From an optimization exercise on the open Yosys and OpenROAD flow, aimed at small area, a short achievable clock period and few clock cycles per item; shortcuts taken in it are not production practice. Only simulation tests tie the RTL to the original design; equivalence was not proved. Power figures rest on the tool's default switching activity, not on a simulated workload.

===== design.v =====
module aqm_env_enc #(
    parameter [15:0] BIAS = 16'd0      
) (
    input  wire [31:0] p,
    output reg  [15:0] q,
    output wire        nan
);
    wire        sgn  = p[31];
    wire [7:0]  expo = p[30:23];
    wire [22:0] frac = p[22:0];
    wire is_max = (expo == 8'hFF);
    assign nan  = is_max && (frac != 23'd0);
    wire [23:0] mant = (expo == 8'd0) ? {1'b0, frac} : {1'b1, frac};
    wire [7:0]  eff  = (expo == 8'd0) ? 8'd1 : expo;
    wire ovf = (eff >= 8'd135);
    reg  [42:0] mag;
    always @(*) begin
        if (eff < 8'd115)
            mag = {19'd0, mant} >> (8'd115 - eff);
        else
            mag = {19'd0, mant} << (eff - 8'd115);
    end
    wire signed [44:0] bias_fx = $signed({3'b000, BIAS, 26'd0});
    wire signed [44:0] mag_s   = $signed({2'b00, mag});
    wire signed [44:0] x       = sgn ? (bias_fx - mag_s) : (bias_fx + mag_s);
    wire [18:0] ipart = x[44:26];
    wire        rbit  = x[25];
    wire        stick = |x[24:0];
    wire        rup   = rbit && (stick || ipart[0]);
    wire [18:0] rnd   = ipart + {18'd0, rup};
    always @(*) begin
        if (is_max || ovf)
            q = sgn ? 16'h0000 : 16'hFFFF;
        else if (x[44])
            q = 16'h0000;
        else if (rnd > 19'd65535)
            q = 16'hFFFF;
        else
            q = rnd[15:0];
    end
endmodule
module aqm_codec (
    input  wire         clk,
    input  wire         rst,
    input  wire         req_valid,
    output wire         req_ready,
    input  wire [3:0]   req_op,
    input  wire [4:0]   req_len,
    input  wire [15:0]  req_cmd,
    input  wire [159:0] req_data,
    output reg          rsp_valid,
    output reg  [3:0]   rsp_err,
    output reg  [4:0]   rsp_len,
    output reg  [159:0] rsp_data
);
    localparam [3:0] OP_CRC8 = 4'h1;
    localparam [3:0] OP_ENC  = 4'h2;
    localparam [3:0] OP_DEC  = 4'h3;
    localparam [3:0] OP_ENV  = 4'h8;
    localparam [3:0] ERR_NONE     = 4'd0;
    localparam [3:0] ERR_INVALID  = 4'd4;
    localparam [3:0] ERR_CHECKSUM = 4'd5;
    localparam [3:0] ERR_ILLEGAL  = 4'd9;
    localparam S_IDLE = 1'b0;
    localparam S_RUN  = 1'b1;
    function [7:0] crc8_byte(input [7:0] c, input [7:0] b);
        integer i;
        reg [7:0] x;
        begin
            x = c ^ b;
            for (i = 0; i < 8; i = i + 1)
                x = x[7] ? ((x << 1) ^ 8'h31) : (x << 1);
            crc8_byte = x;
        end
    endfunction
    reg         state;
    reg [3:0]   op;
    reg [159:0] src;       
    reg [4:0]   nbytes;    
    reg [1:0]   phase;     
    reg [7:0]   crc;
    reg [7:0]   hi;        
    reg [159:0] obuf;
    reg [4:0]   opos;      
    assign req_ready = (state == S_IDLE);
    wire [7:0] b        = src[159:152];
    wire [7:0] crc_next = crc8_byte(crc, b);
    wire [7:0] crc_init = crc8_byte(8'hFF, b);
    wire [15:0] env_t, env_h;
    wire        nan_t, nan_h;
    aqm_env_enc #(.BIAS(16'd12800)) u_enc_t (.p(req_data[159:128]), .q(env_t), .nan(nan_t));
    aqm_env_enc #(.BIAS(16'd0))     u_enc_h (.p(req_data[127:96]),  .q(env_h), .nan(nan_h));
    wire [1:0] len_mod3 = req_len % 5'd3;
    always @(posedge clk) begin
        if (rst) begin
            state     <= S_IDLE;
            rsp_valid <= 1'b0;
            rsp_err   <= 4'd0;
            rsp_len   <= 5'd0;
            rsp_data  <= 160'd0;
        end else begin
            rsp_valid <= 1'b0;
            case (state)
            S_IDLE: begin
                if (req_valid) begin
                    op     <= req_op;
                    src    <= req_data;
                    phase  <= 2'd0;
                    crc    <= 8'hFF;
                    obuf   <= 160'd0;
                    case (req_op)
                    OP_CRC8: begin
                        nbytes <= 5'd2;
                        state  <= S_RUN;
                    end
                    OP_ENC: begin
                        if (req_len == 5'd0) begin
                            rsp_valid <= 1'b1;
                            rsp_err   <= ERR_NONE;
                            rsp_len   <= 5'd2;
                            rsp_data  <= {req_cmd, 144'd0};
                        end else begin
                            obuf   <= {req_cmd, 144'd0};
                            opos   <= 5'd2;
                            nbytes <= {req_len[3:0], 1'b0};
                            state  <= S_RUN;
                        end
                    end
                    OP_DEC: begin
                        if (len_mod3 != 2'd0) begin
                            rsp_valid <= 1'b1;
                            rsp_err   <= ERR_CHECKSUM;
                            rsp_len   <= 5'd0;
                            rsp_data  <= 160'd0;
                        end else if (req_len == 5'd0) begin
                            rsp_valid <= 1'b1;
                            rsp_err   <= ERR_NONE;
                            rsp_len   <= 5'd0;
                            rsp_data  <= 160'd0;
                        end else begin
                            opos   <= 5'd0;
                            nbytes <= req_len;
                            state  <= S_RUN;
                        end
                    end
                    OP_ENV: begin
                        rsp_valid <= 1'b1;
                        if (nan_t || nan_h) begin
                            rsp_err  <= ERR_INVALID;
                            rsp_len  <= 5'd0;
                            rsp_data <= 160'd0;
                        end else begin
                            rsp_err  <= ERR_NONE;
                            rsp_len  <= 5'd4;
                            rsp_data <= {env_h, env_t, 128'd0};
                        end
                    end
                    default: begin
                        rsp_valid <= 1'b1;
                        rsp_err   <= ERR_ILLEGAL;
                        rsp_len   <= 5'd0;
                        rsp_data  <= 160'd0;
                    end
                    endcase
                end
            end
            S_RUN: begin
                src    <= src << 8;
                nbytes <= nbytes - 5'd1;
                case (op)
                OP_CRC8: begin
                    crc <= crc_next;
                    if (nbytes == 5'd1) begin
                        rsp_valid <= 1'b1;
                        rsp_err   <= ERR_NONE;
                        rsp_len   <= 5'd1;
                        rsp_data  <= {crc_next, 152'd0};
                        state     <= S_IDLE;
                    end
                end
                OP_ENC: begin
                    if (phase == 2'd0) begin
                        crc   <= crc_init;
                        obuf[159 - 8*opos -: 8] <= b;
                        opos  <= opos + 5'd1;
                        phase <= 2'd1;
                    end else begin
                        obuf[159 - 8*opos -: 8]        <= b;
                        obuf[159 - 8*(opos + 5'd1) -: 8] <= crc_next;
                        opos  <= opos + 5'd2;
                        phase <= 2'd0;
                        if (nbytes == 5'd1) begin
                            rsp_valid <= 1'b1;
                            rsp_err   <= ERR_NONE;
                            rsp_len   <= opos + 5'd2;
                            rsp_data  <= obuf;
                            rsp_data[159 - 8*opos -: 8]        <= b;
                            rsp_data[159 - 8*(opos + 5'd1) -: 8] <= crc_next;
                            state     <= S_IDLE;
                        end
                    end
                end
                default: begin  
                    if (phase == 2'd0) begin
                        crc   <= crc_init;
                        hi    <= b;
                        phase <= 2'd1;
                    end else if (phase == 2'd1) begin
                        crc   <= crc_next;
                        obuf[159 - 16*opos -: 16] <= {hi, b};
                        opos  <= opos + 5'd1;
                        phase <= 2'd2;
                    end else begin
                        phase <= 2'd0;
                        if (crc != b) begin
                            rsp_valid <= 1'b1;
                            rsp_err   <= ERR_CHECKSUM;
                            rsp_len   <= 5'd0;
                            rsp_data  <= 160'd0;
                            state     <= S_IDLE;
                        end else if (nbytes == 5'd1) begin
                            rsp_valid <= 1'b1;
                            rsp_err   <= ERR_NONE;
                            rsp_len   <= opos;
                            rsp_data  <= obuf;
                            state     <= S_IDLE;
                        end
                    end
                end
                endcase
            end
            endcase
        end
    end
endmodule

===== run.sh =====
#!/bin/bash
# synth_recipe.tcl (not shown) runs the flow's synth.tcl, then flattens the netlist and writes it again
# the make line also repeats each setting of config.mk as NAME=value (left out here)
make -C /OpenROAD-flow-scripts/flow DESIGN_CONFIG=/design/flow/config.mk WORK_HOME=/design/flow/orfs CLKGATE_MAP_FILE= SYNTH_SCRIPT=/design/flow/synth_recipe.tcl finish

===== config.mk =====
export PLATFORM = sky130hd
export DESIGN_NAME = aqm_codec
export DESIGN_NICKNAME = aqm_codec
export VERILOG_FILES = /design/flow/design.v
export SDC_FILE = /design/flow/constraint.sdc
export NUM_CORES = 4
export LEC_CHECK = 0
export CAP_MARGIN = 20
export CORE_MARGIN = 2
export CORE_UTILIZATION = 40
export SLEW_MARGIN = 20

===== constraint.sdc =====
create_clock -name core_clock -period 10.0 [get_ports {clk}]
set_input_delay 2.0000 -clock core_clock [delete_from_list [all_inputs] [get_ports {clk}]]
set_output_delay 2.0000 -clock core_clock [all_outputs]
set_load 0.01 [all_outputs]

==> results.py <==
metrics = {
    "outcome": {
        "status": "no timing/DRC/antenna violations",
    },
    "grt": {
        "grt_pass1_wl_mm": 288,
        "overflow": 0,
        "antenna_found_initial": 21,
        "grt_max_degree": 195,
        "grtUsageTotal_pct": 33.3,
        "first_global_vias": 43600,
    },
    "die": {
        "die_area_mm2": 0.113,
        "num_rows": 122,
        "fp.dieW_um": 337,
        "num_io_pins": 359,
        "core_mm2": 0.110,
        "die_h_um": 337,
        "initial_core_util_pct": 40.2,
    },
    "clocking": {
        "cts_resized": 0,
        "clk_pin_slew_ns": 0.06,
        "cts_inserted_buffers": 66,
        "hold_buffers": 0,
        "post_cts_buffers": 0,
        "clock_sinks": 523,
        "clockRootBuffer": "clkbuf_16",
        "h-tree-depth": 3,
        "clockBufferDepth": 3,
        "tritoncts": "yes",
        "clk_latency_ns": 0.65,
    },
    "final_layout": {
        "nFillCells": 10900,
        "multiInputGateArea_mm2": 0.0283,
        "area_growth_pct": 17.9,
        "drive_above_1_share_pct": 11.6,
        "seq_area_mm2": 0.0140,
        "utilization_pct": 47.4,
        "num-nets-final": 5855,
    },
    "routing": {
        "via_per_inst": 6.57,
        "wirelength_mm": 197,
        "antenna_left": 0,
        "drt_iter0_markers": 6026,
        "wire_per_inst_um": 27.5,
        "via_count": 47000,
        "drt_first_pass_iters": 6,
        "drc": 0,
    },
    "synthesis": {
        "post_synth.cell_area_avg_um2": 8.15,
        "synth_most_common_cell": "nor2_1",
        "synth.cell_area_mm2": 0.0443,
        "ys.flop_type": "edfxtp_1",
        "synthDominantCellAreaShare_pct": 23.9,
        "synth_fp_nets": 5679,
        "synth_cell_type_count": 108,
        "synth-seq-cells": 523,
        "ys_warn_count": 3,
        "synth-edff-count": 352,
        "synthCells": 5437,
        "synth_area_leader_cell": "edfxtp_1",
        "synth_area_leaders": "edfxtp_1, mux2i_1, dfxtp_1",
        "ys_seq_area_share_pct": 31.6,
        "async_reset_ff_share_pct": 0,
        "yosys-top-cells-count": "nor2_1, nand2_1, clkbuf_1",
    },
    "timing": {
        "fmax_mhz": 117,
        "hold_viol_final": 0,
        "relSlewSlack_pct": 19.7,
        "tightest_slew_ns": 1.20,
        "setup_viol": 0,
        "fin_crit_ns": 8.54,
        "final.setup.tns_ns": 0,
        "slew_violations": 0,
        "post-route-period-util_pct": 85.4,
        "layout_setup_ws_ns": 1.46,
        "rsz0062_at_grt": "false",
        "clock_skew_ns": 0.0677,
    },
    "critical_path": {
        "worstPathRequired_ns": 10.51,
        "cp_common_cell": "buf_4",
        "end_kind": "register",
        "path_cells": "clkdlybuf4s50_1 -> inv_1 -> ha_1 -> or3b_1 -> o22ai_1 -> a2111oi_0 -> buf_4 -> nor3_1 -> or4_1 -> nor4_2 -> buf_4 -> nand4b_1 -> o41ai_2 -> xnor2_1 -> a211oi_2 -> nand3_1 -> nor4b_2 -> mux2_2 -> or2_1 -> o31a_1",
        "crit_type": "input pin to register",
        "critPathLaunchType": "input pin",
        "crit_buf_inv": 4,
        "cp_top_family": "simple AND/OR/NAND/NOR gates",
        "path_max_fanout": 15,
        "slowest_stage": "a2111oi_0",
        "critPathArrivalTime_ns": 9.05,
        "critPathMaxStageDelay_ns": 1.02,
    },
    "place": {
        "place_congestion": 1.01,
        "portBuffers": 358,
        "dp_slack_ns": 1.07,
        "dp_hpwl_mm": 137,
    },
    "power": {
        "ir_worst_vdd_uv": 142,
        "p_per_area_mw_per_mm2": 134,
        "leakage_uw": 0.0185,
    },
    "hold_path": {
        "hold_class": "register to register",
    },
    "job": {
        "maxCapViolCount": 0,
    },
}
==> routing by layer <==
| metal | share of wire (%) | vias up | routed length, um | global-route usage [%] |
|---|---|---|---|---|
| met5 | 0.10 | - | 196 | 0 |
| met4 | 4.8 | 30 | 9540 | 14.7 |
| met3 | 10 | 572 | 19700 | 7.47 |
| met2 | 44 | 2756 | 86900 | 51.5 |
| met1 | 41 | 22500 | 80400 | 44.3 |
| li1 | - | 21100 | - | - |
==> cells by family (layout without fill, tap and decap cells) <==
logic type	count (synthesis)	count (layout)	share of synthesized area (%)
XOR/XNOR	135	135	2.67
multiplexers	540	540	12.8
other	0	4	0
AND/OR/NAND/NOR	1942	1942	20.9
flip-flops	523	523	31.6
buffers and inverters	578	804	5.15
AO/OA/AOI/OAI	1665	1665	25.4
adder cells (fa/ha/maj)	54	54	1.53
==> area by class of cell <==
type	count	area share, %
diodes	4	0.0192
clock buffers	89	3.57
clock inverters	29	0.743
inverters	70	0.522
multi-input cells	4336	54.1
flip-flops and latches	523	26.8
well taps	1488	3.56
repair buffers	616	10.7
==> tightest hold or removal path: stages (launching register included) <==
cell	delay (ns)
dfxtp_1	0.33
nand2_1	0.06
a21oi_1	0.05
==> stage by stage <==
| step | hold WS, ns | cell area, um^2 | total power (uW) | std cells |
|---|---|---|---|---|
| after floorplan | 0.424 | 44300 | 3680 | 5437 |
| after global placement | 0.473 | 49900 | 4480 | 7031 |
| after detailed placement | 0.475 | 50000 | 4480 | 7032 |
| after CTS | 0.485 | 52200 | 6970 | 7150 |
| after global routing | 0.511 | 52200 | 7240 | 7152 |
| final | 0.483 | 52200 | 6980 | 7155 |
==> flip-flops by register name, indices dropped and copies added, names as in the netlist <==
| name | count |
|---|---|
| src | 160 |
| rsp_err | 4 |
| obuf | 160 |
| state | 1 |
| op | 4 |
| phase | 2 |
| hi | 8 |
| rsp_valid | 1 |
| rsp_data | 160 |
| nbytes | 5 |
| opos | 5 |
| rsp_len | 5 |
| crc | 8 |
==> report_power, final <==
part	total, uW	switching [uW]	leakage, uW	internal, uW
Sequential	2490	65.8	0.00474	2430
Clock	2480	1000	0.00110	1480
Combinational	2000	1280	0.0127	723
Total	6980	2350	0.0185	4630
==> placed cells by master, fill, tap and decap left out, drive strengths merged, types with 38 or more instances in the layout <==
cell           instances
and3                  38
o211ai                44
a211oi                57
o22ai                216
nor2                 609
clkbuf                89
edfxtp               352
a21oi                363
nor3                 266
nor4                  54
xnor2                 93
dfxtp                171
clkdlybuf4s50        352
mux2i                379
inv                   75
a22oi                 51
ha                    54
nand3                124
a31oi                 49
nor2b                 54
mux2                 156
a221oi               150
xor2                  42
nand2                484
o21ai                340
buf                  264
nand4                 39
or3                   41
o221ai                48
nand2b                64
==> final timing paths <==
check                                    from       endpoint  slack [ns]  cells after the start
worst max-delay path            req_data[154]  rsp_data[140]        1.46                     20
worst min-delay path               rsp_err[2]     rsp_err[2]        0.48                      2
worst max register to register        opos[0]  rsp_data[143]        2.37                     19
worst min register to register     rsp_err[2]     rsp_err[2]        0.48                      2
Testbench counts, summed over its fixed seeds: cycles 30,832, items 3,200.

[afterwards: timing with drivers on the ports]
In the flow no input, the clock included, has a driving cell. The finished layout below was timed again as built, in two steps.
Step 1 (the two cells are an assumption about what drives the block):
set clk [get_ports {clk}]
set_driving_cell -lib_cell sky130_fd_sc_hd__clkbuf_16 $clk
set_driving_cell -lib_cell sky130_fd_sc_hd__buf_2 [delete_from_list [all_inputs] $clk]
Step 2 adds t to the input delays and takes it off the output delays; t is the mean of the earliest and latest rising clock arrival at the registers after step 1. Input paths then give back, and output paths get back, about the clock's delay inside the block.
Three values: ideal, step 1, step 2; two values: the first two.
shift t [ns]: 0.694
slack for setup (ns): 1.462 / 1.516 / 0.822
hold slack, ns: 0.483 / 0.483 / 0.483
slew at the worst register clock pin (ns): 0.06 / 0.06
cell pins on the clock port's net: 1
After both steps this run still meets setup and hold. The setup slack of this run moves by +0.054 ns with the drivers and by -0.640 ns with both steps.
